Source: an optimization exercise on an open RTL-to-GDS flow (aim: small area, a short achievable clock period and few clock cycles per item). Production flows keep margins and buffers that such runs may drop.
The RTL was checked by simulation tests, not by an equivalence proof against the original design.

==> inputs of 03-17 <==
Design chacha20_core, start of the top module:
module chacha20_core (
    input  wire         clk,
    input  wire         rst,         
    input  wire         in_valid,
    output wire         in_ready,
    input  wire [255:0] key,         
    input  wire [31:0]  counter,     
    input  wire [95:0]  nonce,       
    output reg          out_valid,
    input  wire         out_ready,
    output wire [511:0] block        
);
==> module chacha20_core, before the edit <==
module chacha20_core (
    input  wire         clk,
    input  wire         rst,         
    input  wire         in_valid,
    output wire         in_ready,
    input  wire [255:0] key,         
    input  wire [31:0]  counter,     
    input  wire [95:0]  nonce,       
    output reg          out_valid,
    input  wire         out_ready,
    output wire [511:0] block        
);
    localparam [127:0] CONST = {32'h6b206574, 32'h79622d32, 32'h3320646e, 32'h61707865};
    reg  [383:0] s_q;        
    reg  [511:0] x;          
    reg  [4:0]   rnd;        
    reg          busy;
    assign in_ready = !busy && (!out_valid || out_ready);
    wire accept = in_valid && in_ready;
    function [127:0] qr;
        input [31:0] a_in, b_in, c_in, d_in;
        reg [31:0] a, b, c, d;
        begin
            a = a_in; b = b_in; c = c_in; d = d_in;
            a = a + b; d = d ^ a; d = {d[15:0], d[31:16]};
            c = c + d; b = b ^ c; b = {b[19:0], b[31:20]};
            a = a + b; d = d ^ a; d = {d[23:0], d[31:24]};
            c = c + d; b = b ^ c; b = {b[24:0], b[31:25]};
            qr = {d, c, b, a};
        end
    endfunction
    reg [511:0] y;           
    reg [511:0] xn;          
    integer j, r;
    always @(*) begin
        for (j = 0; j < 4; j = j + 1)
            {y[32*(12+j) +: 32], y[32*(8+j) +: 32], y[32*(4+j) +: 32], y[32*j +: 32]} =
                qr(x[32*j +: 32], x[32*(4+j) +: 32], x[32*(8+j) +: 32], x[32*(12+j) +: 32]);
        for (r = 0; r < 4; r = r + 1)
            for (j = 0; j < 4; j = j + 1)
                xn[32*(4*r+j) +: 32] = y[32*(4*r + ((r - j) & 3)) +: 32];
    end
    always @(posedge clk) begin
        if (rst) begin
            busy      <= 1'b0;
            out_valid <= 1'b0;
        end else if (accept) begin
            busy      <= 1'b1;
            out_valid <= 1'b0;
        end else if (busy) begin
            if (rnd == 5'd19) begin
                busy      <= 1'b0;
                out_valid <= 1'b1;
            end
        end else if (out_ready) begin
            out_valid <= 1'b0;
        end
    end
    always @(posedge clk) begin
        if (accept)
            rnd <= 5'd0;
        else if (busy)
            rnd <= rnd + 5'd1;
    end
    always @(posedge clk) begin
        if (accept) begin
            s_q <= {nonce, counter, key};
            x   <= {nonce, counter, key, CONST};
        end else if (busy) begin
            x   <= xn;
        end
    end
    genvar gi;
    generate
        for (gi = 0; gi < 4; gi = gi + 1) begin : g_oc
            assign block[32*gi +: 32] = x[32*gi +: 32] + CONST[32*gi +: 32];
        end
        for (gi = 4; gi < 16; gi = gi + 1) begin : g_os
            assign block[32*gi +: 32] = x[32*gi +: 32] + s_q[32*(gi-4) +: 32];
        end
    endgenerate
endmodule
==> flow/config.mk <==
export PLATFORM = sky130hd
export DESIGN_NAME = chacha20_core
export DESIGN_NICKNAME = chacha20_core
export VERILOG_FILES = /design/flow/design.v
export SDC_FILE = /design/flow/constraint.sdc
export NUM_CORES = 4
export LEC_CHECK = 0
export CAP_MARGIN = 20
export CORE_MARGIN = 2
export CORE_UTILIZATION = 40
export SLEW_MARGIN = 20
==> flow/constraint.sdc <==
create_clock -name core_clock -period 14.0 [get_ports {clk}]
set_input_delay 2.8000 -clock core_clock [delete_from_list [all_inputs] [get_ports {clk}]]
set_output_delay 2.8000 -clock core_clock [all_outputs]
set_load 0.01 [all_outputs]
run.sh (not shown) runs the stock make flow with config.mk's settings and CLKGATE_MAP_FILE= SYNTH_SCRIPT=/design/flow/synth_recipe.tcl, a recipe that flattens the netlist after the stock synthesis.
==> inputs of 12-22, as changes to 03-17 <==
--- a/flow/design.v
+++ b/flow/design.v
@@ -17,15 +17,38 @@
     reg          busy;
     assign in_ready = !busy && (!out_valid || out_ready);
     wire accept = in_valid && in_ready;
+    function [31:0] add32;
+        input [31:0] a, b;
+        reg [31:0] g, p, gn, pn;
+        integer l, i, k;
+        begin
+            g = a & b;
+            p = a ^ b;
+            for (l = 0; l < 5; l = l + 1) begin
+                gn = g;
+                pn = p;
+                for (i = 0; i < 32; i = i + 1) begin
+                    if ((i >> l) & 1) begin
+                        k = ((i >> l) << l) - 1;
+                        gn[i] = g[i] | (p[i] & g[k]);
+                        pn[i] = p[i] & p[k];
+                    end
+                end
+                g = gn;
+                p = pn;
+            end
+            add32 = a ^ b ^ {g[30:0], 1'b0};
+        end
+    endfunction
     function [127:0] qr;
         input [31:0] a_in, b_in, c_in, d_in;
         reg [31:0] a, b, c, d;
         begin
             a = a_in; b = b_in; c = c_in; d = d_in;
-            a = a + b; d = d ^ a; d = {d[15:0], d[31:16]};
-            c = c + d; b = b ^ c; b = {b[19:0], b[31:20]};
-            a = a + b; d = d ^ a; d = {d[23:0], d[31:24]};
-            c = c + d; b = b ^ c; b = {b[24:0], b[31:25]};
+            a = add32(a, b); d = d ^ a; d = {d[15:0], d[31:16]};
+            c = add32(c, d); b = b ^ c; b = {b[19:0], b[31:20]};
+            a = add32(a, b); d = d ^ a; d = {d[23:0], d[31:24]};
+            c = add32(c, d); b = b ^ c; b = {b[24:0], b[31:25]};
             qr = {d, c, b, a};
         end
     endfunction
@@ -70,13 +93,41 @@
             x   <= xn;
         end
     end
+    chacha20_final u_final (.x(x), .s(s_q), .block(block));
+endmodule
+module chacha20_final (
+    input  wire [511:0] x,
+    input  wire [383:0] s,
+    output wire [511:0] block
+);
+    localparam [127:0] CONST = {32'h6b206574, 32'h79622d32, 32'h3320646e, 32'h61707865};
+    function [31:0] add32_bk;
+        input [31:0] a, b;
+        reg [31:0] g, p;
+        integer d, i;
+        begin
+            g = a & b;
+            p = a ^ b;
+            for (d = 1; d < 32; d = d * 2)
+                for (i = 2 * d - 1; i < 32; i = i + 2 * d) begin
+                    g[i] = g[i] | (p[i] & g[i - d]);
+                    p[i] = p[i] & p[i - d];
+                end
+            for (d = 8; d >= 1; d = d / 2)
+                for (i = 3 * d - 1; i < 32; i = i + 2 * d) begin
+                    g[i] = g[i] | (p[i] & g[i - d]);
+                    p[i] = p[i] & p[i - d];
+                end
+            add32_bk = a ^ b ^ {g[30:0], 1'b0};
+        end
+    endfunction
     genvar gi;
     generate
         for (gi = 0; gi < 4; gi = gi + 1) begin : g_oc
-            assign block[32*gi +: 32] = x[32*gi +: 32] + CONST[32*gi +: 32];
+            assign block[32*gi +: 32] = add32_bk(x[32*gi +: 32], CONST[32*gi +: 32]);
         end
         for (gi = 4; gi < 16; gi = gi + 1) begin : g_os
-            assign block[32*gi +: 32] = x[32*gi +: 32] + s_q[32*(gi-4) +: 32];
+            assign block[32*gi +: 32] = add32_bk(x[32*gi +: 32], s[32*(gi-4) +: 32]);
         end
     endgenerate
 endmodule
==> flow/flow/run.sh (new file) <==
#!/bin/bash
# Layout flow: the standard ORFS flow (standard.sh) with these changes:
#  - synthesis maps adders through ABC like the rest of the logic instead of
#    pre-mapping half/full adder cells (ADDER_MAP_FILE empty); registers are
#    unchanged
#  - global placement buffers every port with a buf_1 cell
#  - CTS inserts no dummy loads
set -uo pipefail
export ADDER_MAP_FILE=
export BUFFER_PORTS_ARGS="-buffer_cell sky130_fd_sc_hd__buf_1"
export CTS_ARGS="-sink_clustering_enable -repair_clock_nets -dont_use_dummy_load"
bash standard.sh SETUP_SLACK_MARGIN=6 finish > standard_flow.log 2>&1
==> flow/standard.sh (new file) <==
#!/bin/bash
# synth_recipe.tcl (not shown) runs the flow's synth.tcl, then flattens the netlist and writes it again
# the make line also repeats each setting of config.mk as NAME=value (left out here)
make -C /OpenROAD-flow-scripts/flow DESIGN_CONFIG=/design/flow/config.mk WORK_HOME=/design/flow/orfs CLKGATE_MAP_FILE= SYNTH_SCRIPT=/design/flow/synth_recipe.tcl "${@:-finish}"
ABC_AREA = 1   (was default)
CORE_UTILIZATION = 60   (was 40)
SETUP_SLACK_MARGIN = 5   (was default)
SYNTH_HIERARCHICAL = 1   (was default)
removed: flow/run.sh
==> inputs of 04-08, as changes to 03-17 <==
--- a/flow/design.v
+++ b/flow/design.v
@@ -17,15 +17,38 @@
     reg          busy;
     assign in_ready = !busy && (!out_valid || out_ready);
     wire accept = in_valid && in_ready;
+    function [31:0] add32;
+        input [31:0] a, b;
+        reg [31:0] g, p, gn, pn;
+        integer l, i, k;
+        begin
+            g = a & b;
+            p = a ^ b;
+            for (l = 0; l < 5; l = l + 1) begin
+                gn = g;
+                pn = p;
+                for (i = 0; i < 32; i = i + 1) begin
+                    if ((i >> l) & 1) begin
+                        k = ((i >> l) << l) - 1;
+                        gn[i] = g[i] | (p[i] & g[k]);
+                        pn[i] = p[i] & p[k];
+                    end
+                end
+                g = gn;
+                p = pn;
+            end
+            add32 = a ^ b ^ {g[30:0], 1'b0};
+        end
+    endfunction
     function [127:0] qr;
         input [31:0] a_in, b_in, c_in, d_in;
         reg [31:0] a, b, c, d;
         begin
             a = a_in; b = b_in; c = c_in; d = d_in;
-            a = a + b; d = d ^ a; d = {d[15:0], d[31:16]};
-            c = c + d; b = b ^ c; b = {b[19:0], b[31:20]};
-            a = a + b; d = d ^ a; d = {d[23:0], d[31:24]};
-            c = c + d; b = b ^ c; b = {b[24:0], b[31:25]};
+            a = add32(a, b); d = d ^ a; d = {d[15:0], d[31:16]};
+            c = add32(c, d); b = b ^ c; b = {b[19:0], b[31:20]};
+            a = add32(a, b); d = d ^ a; d = {d[23:0], d[31:24]};
+            c = add32(c, d); b = b ^ c; b = {b[24:0], b[31:25]};
             qr = {d, c, b, a};
         end
     endfunction
@@ -73,10 +96,10 @@
     genvar gi;
     generate
         for (gi = 0; gi < 4; gi = gi + 1) begin : g_oc
-            assign block[32*gi +: 32] = x[32*gi +: 32] + CONST[32*gi +: 32];
+            assign block[32*gi +: 32] = add32(x[32*gi +: 32], CONST[32*gi +: 32]);
         end
         for (gi = 4; gi < 16; gi = gi + 1) begin : g_os
-            assign block[32*gi +: 32] = x[32*gi +: 32] + s_q[32*(gi-4) +: 32];
+            assign block[32*gi +: 32] = add32(x[32*gi +: 32], s_q[32*(gi-4) +: 32]);
         end
     endgenerate
 endmodule
ABC_AREA = 1   (was default)
==> flow_summary.toml <==
[global_route]
grt_pass1_wl_um = 568000

[timing]
period_needed_ns = 10.83

[outcome]
status = "complete, no violations"

[routing]
via_count = 74868

[synthesis]
synthSimpleGateAreaFrac = 0.221
synth_top_family_by_area = "simple AND/OR/NAND/NOR gates"

[cells_and_area]
final-clk-cell-share = 0.0393
[end of results for 04-08]
==> flow_summary.toml <==
[routing]
dr.first_iter.drc_count = 9292
via_count = 75928

[global_route]
grt_pass1_wl_um = 583000

[synthesis]
synth_top_family_by_area = "compound AO/OA/AOI/OAI gates"
synthSimpleGateAreaFrac = 0.119

[timing]
fmax_mhz = 74.3

[cells_and_area]
final-clk-cell-share = 0.0366

[outcome]
status = "complete, no violations"
[end of results for 03-17]
==> flow_summary.toml <==
[global_route]
grt_pass1_wl_um = 618000

[outcome]
status = "complete, no violations"

[cells_and_area]
final-clk-cell-share = 0.0270

[synthesis]
synth_top_family_by_area = "simple AND/OR/NAND/NOR gates"

[timing]
period_needed_ns = 8.28
[end of results for 12-22]
Testbench counts of 03-17, summed over its fixed seeds: cycles 8,072, items 384.
Testbench counts of 12-22, summed over its fixed seeds: cycles 8,072, items 384.
Testbench counts of 04-08, summed over its fixed seeds: cycles 8,072, items 384.

==> afterwards: timing with drivers on the ports <==
No port has a modelled driver above. Below, the same layouts with a new extraction and two added sets of constraints. Step 1 (the two cells are an assumption about what drives the block):
set clk [get_ports {clk}]
set_driving_cell -lib_cell sky130_fd_sc_hd__clkbuf_16 $clk
set_driving_cell -lib_cell sky130_fd_sc_hd__buf_2 [delete_from_list [all_inputs] $clk]
Step 2, shift: input delay + t, output delay - t, t = (earliest + latest rising clock arrival at the registers) / 2. This alone moves slack from input paths to output paths. Slacks: ideal / step 1 / step 2; pairs: ideal / step 1.
| run | t (ns) | slack for setup (ns) | hold slack, ns | worst register clock-pin slew, ns |
|---|---|---|---|---|
| 03-17 | 0.865 | 0.539 / 0.539 / 0.539 | 0.481 / 0.481 / 0.481 | 0.07 / 0.07 |
| 12-22 | 0.843 | 5.720 / 5.720 / 5.720 | 0.539 / 0.539 / 0.539 | 0.07 / 0.07 |
| 04-08 | 0.888 | 3.169 / 3.169 / 3.169 | 0.514 / 0.514 / 0.514 | 0.08 / 0.08 |
After both steps setup and hold are still met in every run listed.
